What follows belongs to an exercise in optimizing a design on an open flow for small area and a short achievable clock period; a production flow would make more cautious choices. The RTL was checked by simulation tests, not by an equivalence proof against the original design. Power and IR drop assume default switching activity.

Setup of lane 1:
==> flow/design.v <==
module kps_core #(
    parameter [7:0]  SENTINEL        = 8'hA5,
    parameter [3:0]  P_POS           = 4'b1001,
    parameter [3:0]  P_NEG           = 4'b0110,
    parameter [16:0] INIT_TICKS_FAST = 17'd50,
    parameter [16:0] INIT_TICKS_SLOW = 17'd1000
) (
    input  wire        clk,
    input  wire        rst,           
    input  wire        rx_valid,
    input  wire [39:0] rx_frame,
    output wire        rx_ready,
    input  wire        tick_fast,
    input  wire        tick_slow,
    output wire [3:0]  legs,
    output reg         tx_valid,
    output wire [39:0] tx_frame
);
    localparam [9:0]  DEF_FAST = INIT_TICKS_FAST * 10;
    localparam [13:0] DEF_SLOW = INIT_TICKS_SLOW / 10;
    reg        rdy;                   
    reg        op_start, op_rb_f, op_rb_s;
    reg        sel_f, sel_s, tx_ch;   
    reg        set_f, set_s;          
    reg [9:0]  per_f;
    reg [13:0] per_s;
    reg [7:0]  flg_f, flg_s;
    reg        run_mode;
    reg        ph_nz;                 
    reg        stop_req;
    reg        pos, neg;              
    reg        arm_f, arm_s;
    reg [9:1]  cnt_f;                 
    reg [3:0]  pre_s;                 
    reg [13:0] cnt_s;                 
    assign rx_ready = rdy;
    assign legs     = {pos, neg, neg, pos};
    assign tx_frame = {({8{sel_f}} & flg_f) | ({8{sel_s}} & flg_s),
                       2'b00,
                       ({4{sel_s}} & per_s[13:10]),
                       ({10{sel_f}} & per_f) | ({10{sel_s}} & per_s[9:0]),
                       7'h20, tx_ch, SENTINEL};
    wire [3:0]  rx_op  = rx_frame[15:12];
    wire        rx_ch  = rx_frame[8];
    wire [15:0] rx_val = rx_frame[31:16];
    wire        take   = rdy && rx_valid && rx_frame[7:0] == SENTINEL;
    wire        tk     = take && !rst;
    wire        we_f   = take && rx_op == 4'h1 && !rx_ch;
    wire        we_s   = take && rx_op == 4'h1 &&  rx_ch;
    wire        rx_stp = take && rx_op == 4'h3;
    function gt_const;
        input [15:0] x;
        input [15:0] k;
        integer i;
        reg r;
        begin
            r = 1'b0;
            for (i = 0; i < 16; i = i + 1)
                r = k[i] ? (x[i] & r) : (x[i] | r);
            gt_const = r;
        end
    endfunction
    wire        f_lo = !gt_const(rx_val, 16'd9);
    wire        f_hi = gt_const(rx_val, 16'd1000);
    wire        s_lo = rx_val == 16'd0;
    wire        s_hi = gt_const(rx_val, 16'd10000);
    wire [9:0]  new_f = ({10{!f_lo && !f_hi}} & rx_val[9:0]) |
                        ({10{f_lo}} & 10'd10) | ({10{f_hi}} & 10'd1000);
    wire [13:0] new_s = ({14{!s_lo && !s_hi}} & rx_val[13:0]) |
                        ({14{s_lo}} & 14'd1) | ({14{s_hi}} & 14'd10000);
    wire [9:0]  peff_f = set_f ? per_f : DEF_FAST;
    wire [13:0] peff_s = set_s ? per_s : DEF_SLOW;
    wire start_ok = op_start && !run_mode;
    wire run1     = run_mode || start_ok;
    wire stop1    = stop_req && !start_ok;
    wire arm_f1   = arm_f || start_ok;
    wire arm_s1   = arm_s || start_ok;
    wire [9:0]  base_f = {cnt_f, peff_f[0]};
    wire [13:0] base_s = cnt_s;
    wire [3:0]  bpre_s = pre_s;
    wire        lt15   = base_f < 10'd15;
    wire        wrap_s = bpre_s == 4'd9;
    wire        last_s = wrap_s && base_s == 14'd1;
    wire        el_f   = tick_fast && arm_f1 && lt15;
    wire        tk_s   = tick_slow && arm_s1;
    wire        el_s   = tk_s && last_s;
    wire        f_act  = el_f && run1;
    wire        s_act  = el_s && run1;
    wire        sstop  = s_act && stop1;
    wire        rearm  = s_act && !stop1;
    wire [9:0]  dec_f  = base_f - 10'd10;
    wire [9:0]  tck_f  = !arm_f1 ? base_f : lt15 ? peff_f : dec_f;
    reg  [9:0]  n_cnt_f;
    reg  [13:0] n_cnt_s;
    reg  [3:0]  n_pre_s;
    reg         n_ph_nz;
    reg         n_pos, n_neg, n_arm_f;
    always @(*) begin
        if (s_act || !run1) n_cnt_f = peff_f;
        else if (tick_fast) n_cnt_f = tck_f;
        else                n_cnt_f = base_f;
        if (el_s || !run1) begin
            n_cnt_s = peff_s;
            n_pre_s = 4'd0;
        end else if (tk_s) begin
            n_cnt_s = wrap_s ? base_s - 14'd1 : base_s;
            n_pre_s = wrap_s ? 4'd0 : bpre_s + 4'd1;
        end else begin
            n_cnt_s = base_s;
            n_pre_s = bpre_s;
        end
        n_ph_nz = ph_nz && !start_ok;
        n_pos   = pos;
        n_neg   = neg;
        n_arm_f = arm_f1;
        if (f_act) begin
            if (!n_ph_nz) begin         
                n_pos = 1'b1; n_neg = 1'b0; n_ph_nz = 1'b1;
            end else if (pos) begin     
                n_pos = 1'b0; n_neg = 1'b1;
            end else begin              
                n_pos = 1'b0; n_neg = 1'b0; n_arm_f = 1'b0;
            end
        end
        if (s_act) begin
            n_ph_nz = 1'b0;
            if (!stop1) n_arm_f = 1'b1;
        end
    end
    always @(posedge clk) begin
        rdy       <= !tk;
        op_start  <= tk && rx_op == 4'h2;
        op_rb_f   <= tk && rx_op == 4'h4 && !rx_ch;
        op_rb_s   <= tk && rx_op == 4'h4 &&  rx_ch;
        tx_valid  <= (op_rb_f || op_rb_s) && !rst;
        sel_f     <= op_rb_f && set_f;
        sel_s     <= op_rb_s && set_s;
        tx_ch     <= op_rb_s;
        if (we_f) begin
            per_f <= new_f;
            flg_f <= rx_frame[39:32];
        end
        if (we_s) begin
            per_s <= new_s;
            flg_s <= rx_frame[39:32];
        end
        cnt_f <= n_cnt_f[9:1];
        cnt_s <= n_cnt_s;
        pre_s <= n_pre_s;
        if (rst) begin
            set_f    <= 1'b0;
            set_s    <= 1'b0;
            run_mode <= 1'b0;
            ph_nz    <= 1'b0;
            stop_req <= 1'b0;
            pos      <= 1'b0;
            neg      <= 1'b0;
            arm_f    <= 1'b0;
            arm_s    <= 1'b0;
        end else begin
            if (we_f) set_f <= 1'b1;
            if (we_s) set_s <= 1'b1;
            run_mode <= run1 && !sstop;
            ph_nz    <= n_ph_nz;
            stop_req <= (stop1 && !sstop) || rx_stp;
            pos      <= n_pos;
            neg      <= n_neg;
            arm_f    <= n_arm_f && !we_f;
            arm_s    <= arm_s1 && !sstop && !we_s;
        end
    end
endmodule
clock: 8.0 ns
lec_check: 0
abc_area: 1
cap_margin: 20
core_margin: 2
core_utilization: 40
cts_buf_list: sky130_fd_sc_hd__clkbuf_8
setup_slack_margin: 5
slew_margin: 20
tns_end_percent: 100
standard.sh (not shown) runs the stock make flow with config.mk's settings and CLKGATE_MAP_FILE= SYNTH_SCRIPT=/design/flow/synth_recipe.tcl, a recipe that flattens the netlist after the stock synthesis.
==> flow/flow/run.sh <==
#!/bin/bash
# Standard ORFS layout (the standard.sh) with the standard synthesis; the
# port buffers use buf_1 instead of the delay cell buffer_ports picks by
# default (every port still gets its own buffer).
set -euo pipefail
bash standard.sh synth > synth.log 2>&1
bash standard.sh "BUFFER_PORTS_ARGS=-buffer_cell sky130_fd_sc_hd__buf_1"  SETUP_SLACK_MARGIN=5.25 finish > finish.log 2>&1
Lane 1 did not stop at any stage, and its layout met the timing, design-rule and antenna checks.
[inputs] lane 2 vs lane 1
- PLACE_DENSITY: unset -> 0.9
--- a/flow/flow/run.sh
+++ b/flow/flow/run.sh
@@ -5,3 +5,3 @@
 set -euo pipefail
 bash standard.sh synth > synth.log 2>&1
-bash standard.sh "BUFFER_PORTS_ARGS=-buffer_cell sky130_fd_sc_hd__buf_1"  SETUP_SLACK_MARGIN=5.25 finish > finish.log 2>&1
+bash standard.sh "BUFFER_PORTS_ARGS=-buffer_cell sky130_fd_sc_hd__buf_1"  finish > finish.log 2>&1
[summary]
Lane 2 vs. lane 1: portion of total power attributed to sequential cells rose 0.2 points; area added between synthesis and finish fell 3.5 points.
Lane 2 against lane 1: headroom to the max-slew limit shows a reduction of 11 points; number of buffers inserted by post-CTS setup repair decreased 3; maximum frequency has decreased.
Lane 2 has met3 demand-to-capacity share in global routing below what lane 1 had.
Diff lane 1 -> lane 2: setup slack down 0.10 ns, power flat, sequential share of layout area up 1.4 points.
Final critical-path required period (lower): lane 1
What lane 3 does differently from lane 2 at the input level:
- SLEW_MARGIN: 20 -> 0
- PLACE_DENSITY: 0.9 -> unset
- CAP_MARGIN: 20 -> 0
--- outcome ---
Proportion of cell area occupied by multi-input gates across lane 2 and lane 3: no real change. Diff lane 2 -> lane 3: final standard cell area without fillers now sits lower; actual slew at the worst max-slew pin now sits lower; register share of total power now sits higher; wire length now sits lower. Lane 3 leaves more setup margin than lane 2. The lower fraction of the cycle the final worst path needs of lane 2 and lane 3 is in lane 3. The share of total power in combinational logic on lane 3 is in line with that on lane 2.
Setup changes, lane 3 to lane 4
- changing SLEW_MARGIN from 0 to 20
- changing CORE_UTILIZATION from 40 to 60
- changing CAP_MARGIN from 0 to 20
Findings:
- From lane 4 to lane 3, synthesized-area fraction occupied by adder cells did not move at all.
- Delta(share of layout cells above drive strength 1, lane 4 - lane 3) < 0
- Lane 4 vs lane 3, cell type of the slowest stage on the worst timing path: sky130_fd_sc_hd__dfxtp_2 vs sky130_fd_sc_hd__dfxtp_4
- Going from lane 3 to lane 4, fill cell total of the finished layout shrank by more than a quarter.
- The top achievable clock speed of lane 4 was inferior to that of lane 3.
- Relative to lane 3, clock group share of total power has increased by 3.6 points in lane 4.
- In the tables for lane 3 and lane 4, headroom to the max-slew limit reads lower with lane 3.
Relative to lane 4, the following input files were edited for lane 5:
- PLACE_DENSITY: unset -> 0.7
- CORE_UTILIZATION: 60 -> 40
--- outcome ---
Lane 5 went all the way through synthesis, placement and routing and the layout is clean on timing, DRC and antenna. Of lane 5 and lane 4, the higher post-layout worst setup margin belongs to lane 4. Comparing lane 5 and lane 4, the lower number of global-route vias before repair was measured on lane 4. Delta (lane 5 minus lane 4): global routing met3 resource utilization decreased by 1.1 points relative to the old numbers, routed wire length increased by about 4% relative to the old numbers.

==> re-timing with driven ports <==
The flow's constraints put no driver on any port. The routed layouts listed below were extracted and timed again, unchanged, in two steps. Step 1 (the two cells are an assumption about what drives the block):
set clk [get_ports {clk}]
set_driving_cell -lib_cell sky130_fd_sc_hd__clkbuf_16 $clk
set_driving_cell -lib_cell sky130_fd_sc_hd__buf_2 [delete_from_list [all_inputs] $clk]
Step 2 adds t to the input delays and takes it off the output delays; t is the mean of the earliest and latest rising clock arrival at the registers after step 1. Input paths then give back, and output paths get back, about the clock's delay inside the block. a / b / c = no drivers / after step 1 / after step 2; a / b = the first two.
| run | t, ns | setup WS [ns] | hold slack, ns |
|---|---|---|---|
| lane 1 | 0.396 | 5.146 / 5.110 / 5.024 | 0.393 / 0.393 / 0.393 |
| lane 2 | 0.378 | 5.042 / 5.048 / 4.671 | 0.373 / 0.373 / 0.373 |
| lane 3 | 0.393 | 5.160 / 5.125 / 4.877 | 0.402 / 0.402 / 0.402 |
| lane 4 | 0.378 | 5.083 / 5.052 / 4.826 | 0.379 / 0.379 / 0.379 |
| lane 5 | 0.385 | 5.055 / 5.065 / 4.680 | 0.400 / 0.400 / 0.400 |
After both steps setup and hold are still met in every run listed. The setup slack of lane 5, which loses most, moves by +0.010 ns with the drivers and by -0.375 ns with both steps.
